Source: an optimization exercise on an open RTL-to-GDS flow (aim: small area, a short achievable clock period and few clock cycles). Production flows keep margins and buffers that such runs may drop. RTL that was checked went through simulation tests only; none was proved equivalent to the original. Power and IR drop assume default switching activity.

build 78:
// crc_memchk
module crc_memchk (
    input  wire        clk,
    input  wire        rst,            
    input  wire        cmd_valid,
    output wire        cmd_ready,
    input  wire [31:0] cmd_word,
    input  wire [31:0] cmd_addr,
    input  wire [31:0] cmd_len,
    input  wire [31:0] cmd_ref,
    output wire        mem_req,
    output wire        mem_space,      
    output wire [31:0] mem_addr,
    input  wire        mem_gnt,
    input  wire        mem_rvalid,
    input  wire [15:0] mem_rdata,
    output reg         rsp_valid,
    output reg         rsp_err,
    output reg         rsp_mismatch,
    output wire [31:0] rsp_result,
    output reg         crc_fault
);
    localparam [31:0] Q32_ODD = ~32'hF0958FD9;
    reg         idle;         
    reg         chk_ph;       
    reg         go_ph;        
    reg         ok_q;         
    reg         ne_q;         
    reg         rd;           
    reg         req;
    reg  [1:0]  infl;         
    reg         fin;          
    reg  [15:0] a;            
    reg  [15:0] n;            
    reg  [31:0] ref_val;
    reg         sp, w32, chk;
    reg         hdr_ok;       
    reg  [7:0]  d_hi, d_lo;   
    reg         ph;           
    reg         dv, dlast;
    reg  [31:0] q;            
    assign cmd_ready  = idle;
    assign mem_req    = req;
    assign mem_space  = sp;
    assign mem_addr   = {16'd0, a};
    assign rsp_result = q;
    wire [7:0] op       = cmd_word[7:0];
    wire       op_known = (op == 8'h01) || (op == 8'h02) ||
  ...
For scale: ~790 cells after synthesis, roughly 130 flip-flops, about 220 I/O pins, roughly 8700 um^2 of cells after synthesis.
Settings: LEC_CHECK=0, CAP_MARGIN=20, CORE_MARGIN=2, CORE_UTILIZATION=40, CTS_BUF_LIST=sky130_fd_sc_hd__clkbuf_8, PLACE_DENSITY=0.6, SETUP_SLACK_MARGIN=3.6, SLEW_MARGIN=20; clock period 6.0 ns.
standard.sh (not shown) runs the stock make flow with config.mk's settings and CLKGATE_MAP_FILE= SYNTH_SCRIPT=/design/flow/synth_recipe.tcl, a recipe that flattens the netlist after the stock synthesis.
==> flow/flow/run.sh <==
#!/bin/bash
# The standard layout, with every port buffered by the smallest buffer
# (sky130_fd_sc_hd__buf_1) instead of the delay cell the default picks;
# the repair steps resize these buffers where timing needs it.
set -euo pipefail
export BUFFER_PORTS_ARGS="-buffer_cell sky130_fd_sc_hd__buf_1"
bash standard.sh > standard.log 2>&1
Testbench counts of build 78, summed over its fixed seeds: cycles 52,207.
> inputs changed (build 78 -> build 6)
-- flow/design.v --
<<< build 78, line 76
    wire        range_ok = sp ? nvd_ok : code_ok;
    wire        cmd_ok   = hdr_ok && range_ok;
    wire        nonempty = (n != 16'd0);
    wire       grant   = req && mem_gnt;
    wire       n_last  = !(|n[15:2]) && (sp ? (!n[1] && n[0]) : n[1]);
    reg  [15:0] a_inc, n_dec;
    integer     bi;
    always @* begin
        a_inc[0] = a[0] ^ sp;
        n_dec[0] = n[0] ^ sp;
        for (bi = 1; bi < 16; bi = bi + 1) begin
            a_inc[bi] = a[bi] ^ ((&(a[14:0] | ({15{1'b1}} << bi) | 15'd1)) && (!sp || a[0]));
            n_dec[bi] = n[bi] ^ (!(|(n[14:0] & ~({15{1'b1}} << bi) & ~15'd1)) && (!sp || !n[0]));
        end
    end
    wire       rd_next = go_ph ? (ok_q && ne_q) : (rd && !(grant && n_last));
    wire [1:0] infl_next = infl + {1'b0, grant} - {1'b0, mem_rvalid};
    wire [15:0] w32in = {d_hi, d_lo};
>>> build 6, line 76
    wire        range_ok = sp ? nvd_ok : code_ok;
    wire        cmd_ok   = hdr_ok && range_ok;
    wire [15:0] words    = sp ? n : {1'b0, n[15:1]};
    wire        nonempty = (n != 16'd0);
    wire       grant   = req && mem_gnt;
    wire       n_one   = (n == 16'd1);
    reg  [15:0] a_inc, n_dec;
    integer     bi;
    always @* begin
        a_inc[0] = a[0] ^ sp;
        n_dec[0] = !n[0];
        for (bi = 1; bi < 16; bi = bi + 1) begin
            a_inc[bi] = a[bi] ^ ((&(a[14:0] | ({15{1'b1}} << bi) | 15'd1)) && (!sp || a[0]));
            n_dec[bi] = n[bi] ^ !(|(n[14:0] & ~({15{1'b1}} << bi)));
        end
    end
    wire       rd_next = go_ph ? (ok_q && ne_q) : (rd && !(grant && n_one));
    wire [1:0] infl_next = infl + {1'b0, grant} - {1'b0, mem_rvalid};
    wire [15:0] w32in = {d_hi, d_lo};
<<< build 78, line 348
            hdr_ok  <= in_ok;
        end else if (chk_ph) begin
            ok_q <= cmd_ok;
            ne_q <= nonempty;
>>> build 6, line 349
            hdr_ok  <= in_ok;
        end else if (chk_ph) begin
            n <= words;
            ok_q <= cmd_ok;
            ne_q <= nonempty;
Build 6 ran to completion and came out clean on the timing, design-rule and antenna checks. The via count of build 6 exceeds that of build 78 by 0.75%. Taking build 78 as the reference, in build 6 post-route fraction of the period consumed by the critical path dropped 0.58 points; critical path depth climbed 4; wire length on met2 climbed 740 um. Comparing build 6 and build 78, the lower part of the power in the clock network is on build 78.
Testbench counts of build 6, summed over its fixed seeds: cycles 52,207.

---

the baseline:
crc_memchk again, from the RTL that the note above started with.
==> flow/config.mk <==
export PLATFORM = sky130hd
export DESIGN_NAME = crc_memchk
export DESIGN_NICKNAME = crc_memchk
export VERILOG_FILES = /design/flow/design.v
export SDC_FILE = /design/flow/constraint.sdc
export NUM_CORES = 4
export LEC_CHECK = 0
export CAP_MARGIN = 20
export CORE_MARGIN = 2
export CORE_UTILIZATION = 60
export CTS_BUF_LIST = sky130_fd_sc_hd__clkbuf_8
export PLACE_DENSITY = 0.75
export SETUP_SLACK_MARGIN = 3.6
export SLEW_MARGIN = 20
==> flow/constraint.sdc <==
create_clock -name core_clock -period 6.0 [get_ports {clk}]
set_input_delay 1.2000 -clock core_clock [delete_from_list [all_inputs] [get_ports {clk}]]
set_output_delay 1.2000 -clock core_clock [all_outputs]
set_load 0.01 [all_outputs]
Scripts as last shown in full above: flow/flow/run.sh
The baseline: no failed stages, no open violations at the end
Testbench counts of the baseline, summed over its fixed seeds: cycles 52,207.
For the candidate, these inputs were changed with respect to the baseline:
--- a/flow/design.v
+++ b/flow/design.v
@@ -15,23 +15,20 @@
     input  wire [15:0] mem_rdata,
     output reg         rsp_valid,
     output reg         rsp_err,
     output reg         rsp_mismatch,
     output wire [31:0] rsp_result,
     output reg         crc_fault
 );
     localparam [31:0] Q32_ODD = ~32'hF0958FD9;
     reg         idle;         
     reg         chk_ph;       
-    reg         go_ph;        
-    reg         ok_q;         
-    reg         ne_q;         
     reg         rd;           
     reg         req;
     reg  [1:0]  infl;         
     reg         fin;          
     reg  [15:0] a;            
     reg  [15:0] n;            
     reg  [31:0] ref_val;
     reg         sp, w32, chk;
     reg         hdr_ok;       
     reg  [7:0]  d_hi, d_lo;   
@@ -81,21 +78,21 @@
     reg  [15:0] a_inc, n_dec;
     integer     bi;
     always @* begin
         a_inc[0] = a[0] ^ sp;
         n_dec[0] = n[0] ^ sp;
         for (bi = 1; bi < 16; bi = bi + 1) begin
             a_inc[bi] = a[bi] ^ ((&(a[14:0] | ({15{1'b1}} << bi) | 15'd1)) && (!sp || a[0]));
             n_dec[bi] = n[bi] ^ (!(|(n[14:0] & ~({15{1'b1}} << bi) & ~15'd1)) && (!sp || !n[0]));
         end
     end
-    wire       rd_next = go_ph ? (ok_q && ne_q) : (rd && !(grant && n_last));
+    wire       rd_next = chk_ph ? (cmd_ok && nonempty) : (rd && !(grant && n_last));
     wire [1:0] infl_next = infl + {1'b0, grant} - {1'b0, mem_rvalid};
     wire [15:0] w32in = {d_hi, d_lo};
     wire [15:0] w16in = {d_lo, d_hi};
     wire [31:0] c32_raw;
     wire [15:0] c16_raw;
     wire c32_t0 = q[6] ^ w32in[6];
     wire c32_t1 = q[7] ^ w32in[7];
     wire c32_t2 = q[8] ^ w32in[8];
     wire c32_t3 = q[9] ^ w32in[9];
     wire c32_t4 = q[10] ^ w32in[10];
@@ -339,58 +336,53 @@
             d_lo <= sp ? d_hi : mem_rdata[7:0];
         end
         if (idle) begin
             a       <= cmd_addr[15:0];
             n       <= cmd_len[15:0];
             ref_val <= cmd_ref;
             sp      <= cmd_word[8];
             w32     <= cmd_word[1];
             chk     <= cmd_word[4];
             hdr_ok  <= in_ok;
-        end else if (chk_ph) begin
-            ok_q <= cmd_ok;
-            ne_q <= nonempty;
         end else if (grant) begin
             a <= a_inc;
             n <= n_dec;
         end
         if (chk_ph)
             q <= (w32 && sp && n[0]) ? Q32_ODD : 32'd0;
         else if (dv)
             q <= q_next;
         if (rst) begin
             idle         <= 1'b1;
             chk_ph       <= 1'b0;
-            go_ph        <= 1'b0;
             rd           <= 1'b0;
             req          <= 1'b0;
             infl         <= 2'd0;
             ph           <= 1'b0;
             fin          <= 1'b0;
             dv           <= 1'b0;
             dlast        <= 1'b0;
             rsp_valid    <= 1'b0;
             rsp_err      <= 1'b0;
             rsp_mismatch <= 1'b0;
             crc_fault    <= 1'b0;
         end else begin
             dv    <= mem_rvalid && (ph || !sp);
             ph    <= chk_ph ? n[0] : (ph ^ mem_rvalid);
             dlast <= mem_rvalid && !rd && (infl == 2'd1);
             rd    <= rd_next;
             req   <= (req && !mem_gnt) || (rd_next && (infl_next != 2'd3));
             infl  <= infl_next;
             chk_ph <= idle && cmd_valid;
-            go_ph <= chk_ph;
-            fin   <= (go_ph && ok_q && !ne_q) || (dv && dlast);
-            rsp_valid <= fin || (go_ph && !ok_q);
+            fin   <= (chk_ph && cmd_ok && !nonempty) || (dv && dlast);
+            rsp_valid <= fin || (chk_ph && !cmd_ok);
             rsp_err   <= !fin;
             rsp_mismatch <= mismatch;
             if (fin && mismatch)
                 crc_fault <= 1'b1;
             if (idle)
                 idle <= !cmd_valid;
-            else if ((go_ph && !(ok_q && ne_q)) || (dv && dlast))
+            else if ((chk_ph && !(cmd_ok && nonempty)) || (dv && dlast))
                 idle <= 1'b1;
         end
     end
 endmodule
## What came out
Taking the baseline as the reference point, the power share of the combinational group of the candidate rises by 1.4 points.
The candidate was carried through to the last stage, and its layout satisfied the timing, design-rule and antenna checks.
For the baseline, the launching element of the worst setup path was q[7], unlike the candidate, where it was a[1].
The candidate — number of buffers inserted by post-CTS setup repair 24 higher, the baseline as reference
Net total in the final layout, the baseline and the candidate, lower one = the baseline.
The candidate has critical path depth above what the baseline had.
Going from the baseline to the candidate, count of distinct cell types in the synthesized netlist shrank by a little under 10%.
The candidate ends up with higher overall power of the completed layout than the baseline does.
For the candidate, the type of the worst setup path was register to register, unlike the baseline, where it was register to output pin.
Compared with the baseline, the candidate has less setup slack.
The candidate against the baseline: cell count saw an increase, proportion of synthesized chip area in sequential cells went down 0.90 points.
Function not checked in the candidate: the RTL went through the layout flow alone.

==> what the ideal ports hide <==
How much do the figures lean on ideal ports? The routed layouts below were timed once more, with nothing changed but the port constraints. Step 1, drivers: a clkbuf_16 drives clk and a buf_2 each remaining input, both assumed. Step 2 also shifts input and output timing later by t, the mid clock arrival at the registers, as if the neighbouring blocks saw the same clock. Slacks: ideal / step 1 / step 2; pairs: ideal / step 1.
| run | shift t [ns] | slack for setup (ns) | clock arrival spread, ns |
|---|---|---|---|
| build 78 | 0.489 | 3.561 / 3.521 / 3.297 | 0.018 / 0.018 |
| build 6 | 0.494 | 3.595 / 3.592 / 3.237 | 0.017 / 0.016 |
| the baseline | 0.504 | 3.576 / 3.533 / 3.224 | 0.012 / 0.012 |
| the candidate | 0.499 | 3.489 / 3.467 / 3.134 | 0.007 / 0.008 |
After both steps every run listed still meets setup and hold. For build 6, which loses most, drivers alone change the setup slack by -0.003 ns; drivers and shift together by -0.358 ns.
